Context: an optimization exercise on an open-source flow, tuned for small area, a short achievable clock period and few clock cycles. The choices shown serve that exercise and are no tape-out recipe. Only simulation tests tie the RTL to the original design; equivalence was not proved.

JK:
## bbt_keygen
module bbt_keygen (
    input  wire         clk,
    input  wire         rst,
    input  wire         cmd_valid,
    output wire         cmd_ready,
    input  wire [2:0]   cmd_op,
    input  wire [31:0]  cmd_arg,
    output reg          done,
    output reg          err,
    output wire [31:0]  result,
    output wire [127:0] fkey,
    output wire [7:0]   name_addr,
    input  wire [7:0]   name_data,
    output wire [9:0]   mt_raddr,
    input  wire [31:0]  mt_rdata,
    output wire         mt_we,
    output wire [9:0]   mt_waddr,
    output wire [31:0]  mt_wdata
);
clock: 10.0 ns
lec_check: 0
abc_clock_period_in_ps: 3500
cap_margin: 20
core_margin: 2
core_utilization: 55
slew_margin: 20
setup_slack_margin: 6
buffer_ports_args: -buffer_cell sky130_fd_sc_hd__buf_2
standard.sh (not shown) runs the stock make flow with config.mk's settings and CLKGATE_MAP_FILE= SYNTH_SCRIPT=/design/flow/synth_recipe.tcl, a recipe that flattens the netlist after the stock synthesis.
==> flow/flow/run.sh <==
#!/bin/bash
set -euo pipefail
{
  echo "export SETUP_SLACK_MARGIN = 6"
  echo "export BUFFER_PORTS_ARGS = -buffer_cell sky130_fd_sc_hd__buf_2"
} >> config.mk
bash standard.sh > standard.log 2>&1
JK completed end to end with timing, DRC and antenna clean.
Testbench counts of JK, summed over its fixed seeds: cycles 30,159.
## Diff of input files: MS against JK
Settings: SETUP_SLACK_MARGIN now 4.5, was 6; CTS_BUF_LIST now sky130_fd_sc_hd__clkbuf_4 sky130_fd_sc_hd__clkbuf_8, previously not set; BUFFER_PORTS_ARGS now -buffer_cell sky130_fd_sc_hd__buf_1, was -buffer_cell sky130_fd_sc_hd__buf_2; TNS_END_PERCENT now 5, previously not set.
==> flow/flow/run.sh <==
#!/bin/bash
set -euo pipefail
{
  echo "export SETUP_SLACK_MARGIN = 4.5"
  echo "export BUFFER_PORTS_ARGS = -buffer_cell sky130_fd_sc_hd__buf_1"
} >> config.mk
bash standard.sh > standard.log 2>&1
==> comparison <==
MS ended with more worst slew margin relative to its limit than JK. First-pass GRT wire length is lower on MS. Register-to-register setup slack delta (MS -> JK): insignificant. [compare] base=JK new=MS: number of cells on the critical path picked up an extra 4, wire length on met1 fell by 1300 um, clock insertion delay at the later pin of the skew report shows an increase of 0.13 ns, HPWL reported at the end of detailed placement saw a decrease. Initial antenna violation count, JK and MS: higher on JK. Diff MS..JK | post-route clock period utilization | negligible.
[inputs] AL vs MS
Settings: swapping 4.5 for 5 in SETUP_SLACK_MARGIN; swapping -buffer_cell sky130_fd_sc_hd__buf_1 for -buffer_cell sky130_fd_sc_hd__buf_2 in BUFFER_PORTS_ARGS; clearing CTS_BUF_LIST, which used to be sky130_fd_sc_hd__clkbuf_4 sky130_fd_sc_hd__clkbuf_8.
==> flow/flow/run.sh <==
#!/bin/bash
set -euo pipefail
{
  echo "export SETUP_SLACK_MARGIN = 5"
  echo "export BUFFER_PORTS_ARGS = -buffer_cell sky130_fd_sc_hd__buf_2"
} >> config.mk
bash standard.sh > standard.log 2>&1
Notes after the runs:
The flow did not stop early for AL: all stages ran, and the layout cleared the timing, DRC and antenna checks.
Looking at area overhead of the layout relative to synthesis, AL sits above MS.
Any difference in synthesized area between MS and AL is small enough to ignore.
Going from MS to AL, the clock latency on the worst-skew pair was found to have gone down by 0.15 ns.
Relative to MS, the final cell count measured on AL has decreased slightly.
Summary of AL over MS: horizontal die dimension flat, total vias in the final route down 0.39%, total of plain and repair buffers excluding clock buffers down 19, count of clock-buffer cells in the layout down 39%.
Edits applied to the flow inputs when going from AL to TR:
Settings: swapping -buffer_cell sky130_fd_sc_hd__buf_2 for -buffer_cell sky130_fd_sc_hd__buf_1 in BUFFER_PORTS_ARGS; putting CTS_BUF_LIST at sky130_fd_sc_hd__clkbuf_4 sky130_fd_sc_hd__clkbuf_8 where nothing was set.
==> flow/flow/run.sh <==
#!/bin/bash
set -euo pipefail
{
  echo "export SETUP_SLACK_MARGIN = 5"
  echo "export BUFFER_PORTS_ARGS = -buffer_cell sky130_fd_sc_hd__buf_1"
} >> config.mk
bash standard.sh > standard.log 2>&1
==> summary.txt <==
AL reached the final stage; the timing, DRC and antenna checks on its layout passed. TR completed; timing, DRC and antenna clean. | global routing usage summed across all routing layers | TR vs AL | 1.2 points lower |. Relative to AL, the fraction of standard cell area that is sequential of TR is higher by 0.96 points. As far as cell depth of the worst hold path goes, TR and AL are indistinguishable; the numbers are identical. Compared with AL, TR shows a lower met1 layer usage reported by global route.

port drivers added, routing unchanged:
The results above use ideal ports. As a check the final layouts listed here were re-extracted and re-timed, cells and wires unchanged. Step 1, drivers: a clkbuf_16 drives clk and a buf_2 each remaining input, both assumed. Step 2 moves the port delays by t, midway between the first and last clock arrival at a register: inputs arrive t later, outputs are due t later. That takes back most of the time a late clock gives input paths. Slacks: ideal ports / drivers / drivers and shift; pairs: ideal ports / drivers.
| run | shift t [ns] | setup slack, ns | hold slack, ns | worst setup path after step 2 |
|---|---|---|---|---|
| JK | 0.647 | 4.503 / 4.503 / 4.503 | 0.338 / 0.338 / 0.338 | register to register |
| MS | 0.762 | 4.508 / 4.508 / 4.508 | 0.347 / 0.347 / 0.347 | register to register |
| AL | 0.633 | 4.533 / 4.533 / 4.533 | 0.342 / 0.342 / 0.342 | register to register |
| TR | 0.757 | 4.484 / 4.484 / 4.484 | 0.347 / 0.347 / 0.347 | register to register |
After both steps setup and hold are still met in every run listed.
